This is an optimization exercise on Yosys and OpenROAD, whose aim is small area, not a production implementation.
Where RTL was checked, it was by simulation tests only, not by an equivalence proof against the original.
Power figures rest on the tool's default switching activity, not on a simulated workload.

Setup of rev 12:
## ltt_ctrl
module ltt_ctrl (
    input  wire       clk,
    input  wire       rst,
    input  wire       rxd,
    output wire       txd,
    output wire [1:0] motor,
    output wire       alarm,
    output wire       irq,
    output reg        st_req,
    output wire       st_we,
    output wire [7:0] st_addr,
    output wire [7:0] st_wdata,
    input  wire       st_ack,
    input  wire [7:0] st_rdata
);
Size in the first run: about 650 cells after synthesis, roughly 210 flip-flops, about 35 I/O pins, roughly 7500 um^2 of cells after synthesis.
clock: 10.0 ns
lec_check: 0
cap_margin: 20
core_margin: 2
core_utilization: 40
slew_margin: 20
standard.sh (not shown) runs the stock make flow with config.mk's settings and CLKGATE_MAP_FILE= SYNTH_SCRIPT=/design/flow/synth_recipe.tcl, a recipe that flattens the netlist after the stock synthesis.
==> flow/flow/run.sh <==
#!/bin/bash
# Layout flow: the standard flow (standard.sh) with these changes.
#  - Synthesis: synth_recipe.tcl unchanged except that ABC maps the logic with an
#    area-oriented script and adders are left to ABC (ADDER_MAP_FILE empty).
#    The registers are mapped before ABC runs, so they are the standard
#    synthesis's. Each script in flow/*.abc is tried in a scratch folder and
#    the one giving the smallest synthesized area is used.
#  - Placement: not timing driven (the 10 ns clock leaves ample slack), so
#    it adds no buffers of its own; repair aims 5% below the slew and
#    capacitance limits instead of 20%.
#  - Port buffers: sky130_fd_sc_hd__buf_1.
#  - CTS: clkbuf_4 clusters of at most 10 sinks, no dummy loads.
# Each tool's output stays in the ORFS logs folders; make's output goes to
# synth_<script>.log and flow.log here.
set -euo pipefail
HERE=$(pwd)
best=""
best_area=""
for a in "$HERE"/flow/*.abc; do
  s=$(basename "$a" .abc)
  bash "$HERE/flow/mksynth.sh" "$HERE/synth_recipe.tcl" "$a" "$HERE/synth_$s.tcl"
  if bash "$HERE/standard.sh" WORK_HOME="$HERE/try_$s" SYNTH_SCRIPT="$HERE/synth_$s.tcl" \
      ADDER_MAP_FILE= synth > "$HERE/synth_$s.log" 2>&1; then
    area=$(awk '/Chip area for module/ {print $NF}' "$HERE/try_$s/reports/sky130hd/ltt_ctrl/base/synth_stat.txt" | tail -1)
    echo "$s $area" >> "$HERE/synth_areas.txt"
    if [[ -n "$area" ]] && { [[ -z "$best_area" ]] || awk -v x="$area" -v y="$best_area" 'BEGIN{exit !(x < y)}'; }; then
      best=$s
      best_area=$area
    fi
  fi
done
echo "best $best $best_area" >> "$HERE/synth_areas.txt"
bash "$HERE/standard.sh" \
  SYNTH_SCRIPT="$HERE/synth_$best.tcl" \
  ADDER_MAP_FILE= \
  GPL_TIMING_DRIVEN=0 CAP_MARGIN=5 SLEW_MARGIN=5 \
  BUFFER_PORTS_ARGS="-buffer_cell sky130_fd_sc_hd__buf_1" \
  CTS_ARGS="-sink_clustering_enable -repair_clock_nets -sink_clustering_size 10 -sink_clustering_max_diameter 60 -buf_list sky130_fd_sc_hd__clkbuf_4 -dont_use_dummy_load" \
  finish > "$HERE/flow.log" 2>&1
==> flow/flow/s9.abc <==
strash
ifraig
dc2
dch -f
amap
Other scripts of this flow, unchanged in this note and not shown: flow/flow/a3.abc, flow/flow/b3.abc, flow/flow/b6.abc, flow/flow/mksynth.sh
## Diff of input files: rev 13 against rev 12
==> flow/flow/c1.abc (new file) <==
strash
ifraig
dc2
dc2
dch -f
amap -m -F 4 -A 16
strash
dch -f
amap -m -F 4 -A 16
==> flow/flow/d3.abc (new file) <==
strash
ifraig
dc2
dch
amap -m -F 2 -A 8
strash
dch
amap -m -F 2 -A 8
==> flow/flow/d4.abc (new file) <==
strash
ifraig
dc2
dc2
dch -f
amap -m -F 4 -A 16
strash
dch -f
amap -m -F 4 -A 16
strash
dch -f
amap -m -F 4 -A 16
strash
dch -f
amap -m -F 4 -A 16
removed: flow/flow/s9.abc
The final layout from rev 13, which completed every stage, passed the timing, design-rule and antenna checks at the end of the flow. Between rev 13 and rev 12, part of the power in the clock network is lower for rev 12, rev 13 comes in above that. Of rev 13 and rev 12, the higher synthesized cell area belongs to rev 12. Between rev 12 and rev 13, core footprint decreased. Post-synthesis instance total (rev 13 over rev 12): decrease, 0.46%. Rev 13 vs. rev 12: global routing usage on met1 went down by 0.48 points. Diff rev 12 -> rev 13 | reported leakage power | decrease of about 1%.

Setup of v2:
The RTL this note starts from:
==> flow/design.v <==
module ltt_timer (
    input  wire clk,
    input  wire rst,
    input  wire do_wait,      
    input  wire long,         
    output wire busy,
    output wire irq,
    output wire wait_done
);
    reg        run;
    reg        if_flag;
    reg        tick;           
    localparam [14:0] INV = 15'b010101010101010;
    reg  [14:0] lfr;
    wire [14:0] lf = lfr ^ INV;
    wire at_short = !lf[0] && !lf[2] && lf[4] && lf[6] && lf[7] && !lf[8] && !lf[9] &&
                    lf[10] && lf[12] && !lf[14];
    wire at_long  = lf[0] && !lf[1] && lf[2] && lf[3] && lf[4] && lf[5] && !lf[6] &&
                    !lf[7] && !lf[8] && lf[10] && lf[11] && !lf[12] && !lf[13] && lf[14];
    wire fire = run && (long ? at_long : at_short);
    assign busy      = run;
    assign irq       = if_flag;
    assign wait_done = if_flag && (tick || !long);
    always @(posedge clk) begin
        if (rst) begin
            run     <= 1'b0;
            if_flag <= 1'b0;
            tick    <= 1'b0;
        end else begin
            if_flag <= fire;
            if (if_flag)
                tick <= !wait_done;
            if (wait_done)
                run <= 1'b0;
            if (do_wait)
                run <= 1'b1;
        end
    end
    always @(posedge clk) begin
        if (do_wait || fire)
            lfr <= INV;
        else
            lfr <= {lf[13:0], !(lf[14] ^ lf[13])} ^ INV;
    end
endmodule
module ltt_uart_tx (
    input  wire clk,
    input  wire rst,
    input  wire load,
    input  wire d0,        
    output wire ready,
    output wire txd
);
    reg [3:0] bitn;        
    localparam [6:0] INV = 7'b0101010;
    reg  [6:0] baudr;
    wire [6:0] baud = baudr ^ INV;
    reg       v;
    wire busy = !(bitn[3] && bitn[1]);
    wire wrap = !baud[0] && !baud[1] && baud[2] && !baud[3] && baud[4] && baud[5] && !baud[6];
    assign ready = !busy;
    wire bitv = (bitn == 4'd1 && v) || bitn == 4'd5 || bitn == 4'd6 || bitn == 4'd9;
    assign txd = !busy || bitv;
    always @(posedge clk) begin
        if (rst) begin
            bitn <= 4'd10;
        end else if (load && !busy) begin
            bitn <= 4'd0;
        end else if (busy && wrap) begin
            bitn <= bitn + 4'd1;
        end
    end
    always @(posedge clk) begin
        if (load && !busy) begin
            baudr <= INV;
            v    <= d0;
        end else if (wrap) begin
            baudr <= INV;
        end else begin
            baudr <= {baud[5:0], !(baud[6] ^ baud[5])} ^ INV;
        end
    end
endmodule
module ltt_uart_rx (
    input  wire       clk,
    input  wire       rst,
    input  wire       rxd,
    output wire       valid,
    output reg  [7:0] data
);
    reg       s1, s2;
    reg [3:0] bitn;        
    localparam [6:0] INV = 7'b0101010;
    reg  [6:0] baudr;
    wire [6:0] baud = baudr ^ INV;
    wire idle  = &bitn[3:1];           
    assign valid = idle && !bitn[0];
    wire hit51  = !baud[0] && !baud[1] && !baud[4] && baud[5];
    wire hit103 = !baud[0] && !baud[1] && baud[2] && !baud[3] && baud[4] && baud[5] && !baud[6];
    wire wrap  = (bitn == 4'd0) ? hit51 : hit103;
    always @(posedge clk) begin
        if (rst) begin
            s1    <= 1'b1;
            s2    <= 1'b1;
            bitn  <= 4'd15;
        end else begin
            s1    <= rxd;
            s2    <= s1;
            if (idle) begin
                bitn <= s2 ? 4'd15 : 4'd0;
            end else if (wrap) begin
                if (bitn == 4'd0) begin
                    bitn <= s2 ? 4'd15 : 4'd1;
                end else if (bitn == 4'd9) begin
                    bitn <= s2 ? 4'd14 : 4'd15;
                end else begin
                    bitn <= bitn + 4'd1;
                end
            end
        end
    end
    always @(posedge clk) begin
        if (idle || wrap)
            baudr <= INV;
        else
            baudr <= {baud[5:0], !(baud[6] ^ baud[5])} ^ INV;
        if (!idle && wrap && bitn != 4'd0 && bitn != 4'd9)
            data <= {s2, data[7:1]};
    end
endmodule
module ltt_rx_fifo (
    input  wire       clk,
    input  wire       rst,
    input  wire       push,
    input  wire [7:0] wdata,
    input  wire       pop,      
    output wire [7:0] rdata,
    output wire       empty
);
    reg [63:0] ring;            
    reg [3:0]  wp;
    reg [3:0]  rp;
    reg        pend;            
    wire full    = (wp[2:0] == rp[2:0]) && (wp[3] != rp[3]);
    wire do_push = push && !full;
    wire wr      = pend ? (wp[2:0] == 3'd1) : ((wp[2:0] == 3'd0) && (!full || pop));
    assign empty = (wp == rp);
    assign rdata = ring[rp[2:0]*8 +: 8];
    always @(posedge clk)
        ring <= {wr ? wdata : ring[7:0], ring[63:8]};
    always @(posedge clk) begin
        if (rst) begin
            wp   <= 4'd0;
            rp   <= 4'd0;
            pend <= 1'b0;
        end else begin
            wp <= do_push ? wp : wp - 4'd1;
            rp <= pop ? rp : rp - 4'd1;
            if (do_push)
                pend <= 1'b1;
            else if (wr)
                pend <= 1'b0;
        end
    end
endmodule
module ltt_ctrl (
    input  wire       clk,
    input  wire       rst,
    input  wire       rxd,
    output wire       txd,
    output wire [1:0] motor,
    output wire       alarm,
    output wire       irq,
    output reg        st_req,
    output wire       st_we,
    output wire [7:0] st_addr,
    output wire [7:0] st_wdata,
    input  wire       st_ack,
    input  wire [7:0] st_rdata
);
    localparam [4:0] S_BOOT = 5'd0,  S_WAIT = 5'd1,
                     S_RXS  = 5'd2,  S_RXV  = 5'd3,      
                     S_L0S  = 5'd4,  S_L0V  = 5'd5,      
                     S_LPS  = 5'd6,  S_LPV  = 5'd7,      
                     S_ENS  = 5'd8,  S_ENV  = 5'd9,      
                     S_SEND = 5'd11,
                     S_O0 = 5'd16, S_O1 = 5'd17, S_O2 = 5'd18, S_O3 = 5'd19, S_O4 = 5'd20,
                     S_O5 = 5'd21, S_O6 = 5'd22, S_O7 = 5'd23, S_O8 = 5'd24,
                     S_L0 = 5'd25, S_L1 = 5'd26, S_L2 = 5'd27, S_L3 = 5'd28, S_L4 = 5'd29,
                     S_L5 = 5'd30;
    reg [4:0] st;
    reg [3:0] n;            
    reg [3:0] pwlen;
    reg       match;
    reg [71:0] pbuf;        
    wire in_rx   = (st == S_RXS || st == S_RXV);
    wire in_l0   = (st == S_L0S || st == S_L0V);
    wire in_loop = (st == S_LPS || st == S_LPV);
    reg  is_wait, t_long;
    wire t_busy, wait_done;
    ltt_timer u_timer (
        .clk       (clk),
        .rst       (rst),
        .do_wait   (is_wait && !t_busy),
        .long      (t_long),
        .busy      (t_busy),
        .irq       (irq),
        .wait_done (wait_done)
    );
    wire tx_ready;
    ltt_uart_tx u_tx (
        .clk   (clk),
        .rst   (rst),
        .load  (st == S_SEND),
        .d0    (match),
        .ready (tx_ready),
        .txd   (txd)
    );
    wire       rx_valid;
    wire [7:0] rx_data;
    ltt_uart_rx u_rx (
        .clk   (clk),
        .rst   (rst),
        .rxd   (rxd),
        .valid (rx_valid),
        .data  (rx_data)
    );
    wire [7:0] q_data;
    wire       q_empty;
    wire       q_pop = !q_empty && (st == S_WAIT || in_rx);
    ltt_rx_fifo u_rxq (
        .clk   (clk),
        .rst   (rst),
        .push  (rx_valid),
        .wdata (rx_data),
        .pop   (q_pop),
        .rdata (q_data),
        .empty (q_empty)
    );
    reg [7:0] pb;
    integer j;
    always @(*) begin
        pb = 8'd0;
        for (j = 0; j < 9; j = j + 1)
            if (n == j)
                pb = pb | pbuf[8*j +: 8];
    end
    assign st_we    = (st == S_LPS);
    assign st_addr  = {4'h2, n};
    assign st_wdata = pb;
    assign motor    = {st == S_O7 || st == S_O8, st == S_O1 || st == S_O2};
    assign alarm    = (st >= S_L1 && st <= S_L5);
    always @(*) begin
        t_long  = st == S_O1 || st == S_O7 || (st >= S_L1 && st <= S_L4);
        is_wait = t_long || (st >= S_O3 && st <= S_O5);
    end
    always @(posedge clk) begin
        if (rst) begin
            st     <= S_BOOT;
            pwlen  <= 4'd0;
            st_req <= 1'b0;
        end else begin
            case (st)
                S_BOOT: st <= S_WAIT;
                S_WAIT: if (!q_empty) begin
                    case (q_data)
                        8'h30: st <= S_RXS;
                        8'h31: st <= S_RXV;
                        8'h32: st <= S_O0;
                        8'h33: st <= S_L0;
                        default: ;
                    endcase
                end
                S_RXS, S_RXV: if (!q_empty) begin
                    if (q_data == 8'h00)
                        st <= {st[4:1] + 4'd1, st[0]};
                    else if (n == 4'd9)
                        st <= S_WAIT;
                end
                S_L0S: begin
                    pwlen <= n;
                    st    <= S_LPS;
                end
                S_L0V:  st <= S_LPV;
                S_LPS, S_LPV: begin
                    if (st_req) begin
                        if (st_ack)
                            st_req <= 1'b0;
                    end else if (n == pwlen) begin
                        st <= {st[4:1] + 4'd1, st[0]};
                    end else begin
                        st_req <= 1'b1;
                    end
                end
                S_ENS:  st <= S_WAIT;
                S_ENV:  st <= S_SEND;
                S_SEND: if (tx_ready) st <= S_WAIT;
                S_O8, S_L5: st <= S_WAIT;
                default: begin
                    if (!is_wait || wait_done)
                        st <= st + 5'd1;
                end
            endcase
        end
    end
    integer k;
    always @(posedge clk) begin
        if (st == S_WAIT)
            n <= 4'd0;
        if (in_rx && !q_empty && q_data != 8'h00 && n != 4'd9) begin
            for (k = 0; k < 9; k = k + 1)
                if (n == k)
                    pbuf[8*k +: 8] <= q_data;
            n       <= n + 4'd1;
        end
        if (in_l0) begin
            match <= (n == pwlen);
            n     <= 4'd0;
        end
        if (in_loop && st_req && st_ack) begin
            n <= n + 4'd1;
            if (st_rdata != pb)
                match <= 1'b0;
        end
    end
endmodule
Settings: LEC_CHECK=0, CAP_MARGIN=20, CORE_MARGIN=2, CORE_UTILIZATION=40, SLEW_MARGIN=20; clock period 10.0 ns.
==> flow/flow/run.sh <==
#!/bin/bash
# Layout flow: the standard flow (standard.sh) with these changes.
#  - Synthesis: synth_recipe.tcl unchanged except that ABC maps the logic with an
#    area-oriented script and adders are left to ABC (ADDER_MAP_FILE empty).
#    The registers are mapped before ABC runs, so they are the standard
#    synthesis's. Each script in flow/*.abc is tried in a scratch folder and
#    the one giving the smallest synthesized area is used.
#  - Port buffers: sky130_fd_sc_hd__buf_1.
#  - CTS: clkbuf_8 clusters of at most 18 sinks, no dummy loads.
# Each tool's output stays in the ORFS logs folders; make's output goes to
# synth_<script>.log and flow.log here.
set -euo pipefail
HERE=$(pwd)
best=""
best_area=""
for a in "$HERE"/flow/*.abc; do
  s=$(basename "$a" .abc)
  bash "$HERE/flow/mksynth.sh" "$HERE/synth_recipe.tcl" "$a" "$HERE/synth_$s.tcl"
  if bash "$HERE/standard.sh" WORK_HOME="$HERE/try_$s" SYNTH_SCRIPT="$HERE/synth_$s.tcl" \
      ADDER_MAP_FILE= synth > "$HERE/synth_$s.log" 2>&1; then
    area=$(awk '/Chip area for module/ {print $NF}' "$HERE/try_$s/reports/sky130hd/ltt_ctrl/base/synth_stat.txt" | tail -1)
    echo "$s $area" >> "$HERE/synth_areas.txt"
    if [[ -n "$area" ]] && { [[ -z "$best_area" ]] || awk -v x="$area" -v y="$best_area" 'BEGIN{exit !(x < y)}'; }; then
      best=$s
      best_area=$area
    fi
  fi
done
echo "best $best $best_area" >> "$HERE/synth_areas.txt"
bash "$HERE/standard.sh" \
  SYNTH_SCRIPT="$HERE/synth_$best.tcl" \
  ADDER_MAP_FILE= \
  GPL_TIMING_DRIVEN=0 \
  BUFFER_PORTS_ARGS="-buffer_cell sky130_fd_sc_hd__buf_1" \
  CTS_ARGS="-sink_clustering_enable -repair_clock_nets -sink_clustering_size 18 -sink_clustering_max_diameter 100 -buf_list sky130_fd_sc_hd__clkbuf_8 -dont_use_dummy_load" \
  finish > "$HERE/flow.log" 2>&1
==> flow/flow/a3.abc <==
strash
ifraig
dc2
dc2
dch -f
amap -m -F 2 -A 8
==> flow/flow/b3.abc <==
strash
ifraig
dc2
dc2
dch -f
amap -m -F 4 -A 16
==> flow/flow/b6.abc <==
strash
ifraig
dc2
dc2
dch
amap -m -F 2 -A 8
==> flow/flow/mksynth.sh <==
#!/bin/bash
# usage: mksynth.sh FLOW_SYNTH_TCL ABC_SCRIPT OUT_TCL : write a synthesis script that
# is synth_recipe.tcl with yosys abc run on ABC_SCRIPT
B=$1; A=$2; O=$3
{
  head -1 "$B"
  cat <<EOT
proc abc {args} {
  set i [lsearch -exact \$args -script]
  if {\$i >= 0} { set args [lreplace \$args \$i [expr {\$i + 1}] -script $A] }
  set j [lsearch -exact \$args -D]
  if {\$j >= 0} { set args [lreplace \$args \$j [expr {\$j + 1}]] }
  yosys abc {*}\$args
}
EOT
  tail -n +2 "$B"
} > "$O"
==> flow/flow/s9.abc <==
strash
ifraig
dc2
dch -f
amap
v2 completed; timing, DRC and antenna clean
#### Input delta (v41 over v2)
diff --git a/flow/flow/run.sh b/flow/flow/run.sh
--- a/flow/flow/run.sh
+++ b/flow/flow/run.sh
@@ -31,6 +31,6 @@
   SYNTH_SCRIPT="$HERE/synth_$best.tcl" \
   ADDER_MAP_FILE= \
-  GPL_TIMING_DRIVEN=0 \
+  GPL_TIMING_DRIVEN=0 CAP_MARGIN=5 SLEW_MARGIN=5 \
   BUFFER_PORTS_ARGS="-buffer_cell sky130_fd_sc_hd__buf_1" \
-  CTS_ARGS="-sink_clustering_enable -repair_clock_nets -sink_clustering_size 18 -sink_clustering_max_diameter 100 -buf_list sky130_fd_sc_hd__clkbuf_8 -dont_use_dummy_load" \
+  CTS_ARGS="-sink_clustering_enable -repair_clock_nets -sink_clustering_size 10 -sink_clustering_max_diameter 60 -buf_list sky130_fd_sc_hd__clkbuf_4 -dont_use_dummy_load" \
   finish > "$HERE/flow.log" 2>&1
--- outcome ---
- Looking at post-layout utilization of the core, v41 sits 0.27 points lower than v2 does.
- Every stage of the flow completed for v41, and the final layout passed the timing, design-rule and antenna checks.
- v41 ended up with a higher ratio of final minimum period to clock period than v2 did.
- Between v2 and v41, shortest period the worst path allows is lower for v2, v41 comes in above that.
- Setup WNS v2 -> v41: worse
- Critical path's largest stage delay (v41 over v2): increase, 0.25 ns
- v41 reports a lower placed cell count than v2 does.
- Switching power delta (v41 − v2): unfavourable
- The final reports for v41 and v2 show via density per instance higher in the former.
- Via count on v41 is behind v2.
Here is what was changed in the inputs of v16 compared with v41.
diff --git a/flow/flow/run.sh b/flow/flow/run.sh
--- a/flow/flow/run.sh
+++ b/flow/flow/run.sh
@@ -33,4 +33,4 @@
   GPL_TIMING_DRIVEN=0 CAP_MARGIN=5 SLEW_MARGIN=5 \
   BUFFER_PORTS_ARGS="-buffer_cell sky130_fd_sc_hd__buf_1" \
-  CTS_ARGS="-sink_clustering_enable -repair_clock_nets -sink_clustering_size 10 -sink_clustering_max_diameter 60 -buf_list sky130_fd_sc_hd__clkbuf_4 -dont_use_dummy_load" \
+  CTS_ARGS="-sink_clustering_enable -repair_clock_nets -sink_clustering_size 18 -sink_clustering_max_diameter 100 -buf_list sky130_fd_sc_hd__clkbuf_8 -dont_use_dummy_load" \
   finish > "$HERE/flow.log" 2>&1
--- outcome ---
Per the comparison of v16 with v41, met3 wirelength from detailed routing shows a reduction of about 6%, post-layout utilization of the core shows no meaningful change, minimum clock period shows a reduction of 0.043 ns. In terms of relative area of non-clock buffer cells in the final design, v16 and v41 differ only marginally. Final wirelength delta (v16 − v41): favourable. The worst slew slack as a fraction of its limit number comes out higher for v16 vs v41. The lower wire length of the first global-routing pass came out of v16. v16 ends up with a final worst-path setup slack that is 0.043 ns higher than in v41. Compared with v41, v16 shows clock network contribution to total cell area higher by 0.22 points.
Function was not checked in any run of this note: the RTL went through the layout flow alone.

static timing again, ports no longer ideal:
No port has a modelled driver above. Below, the same layouts with a new extraction and two added sets of constraints. Step 1: set_driving_cell puts a clkbuf_16 on clk and a buf_2 on each other input, an assumption about the parent block. Step 2 moves the port delays by t, midway between the first and last clock arrival at a register: inputs arrive t later, outputs are due t later. That takes back most of the time a late clock gives input paths. Slacks: ideal / step 1 / step 2; pairs: ideal / step 1.
run	t (ns)	setup WS [ns]	hold WS [ns]	worst setup path at the end	latest minus earliest clock arrival (ns)
rev 12	0.637	4.150 / 4.150 / 4.150	0.293 / 0.293 / 0.293	register to register	0.061 / 0.061
rev 13	0.629	4.255 / 4.255 / 4.255	0.344 / 0.344 / 0.344	register to register	0.020 / 0.021
v2	0.508	4.701 / 4.702 / 4.702	0.315 / 0.315 / 0.315	register to register	0.031 / 0.031
v41	0.621	4.120 / 4.120 / 4.120	0.301 / 0.301 / 0.301	register to register	0.111 / 0.111
v16	0.512	4.163 / 4.163 / 4.163	0.305 / 0.305 / 0.305	register to register	0.081 / 0.082
After both steps every run listed still meets setup and hold.
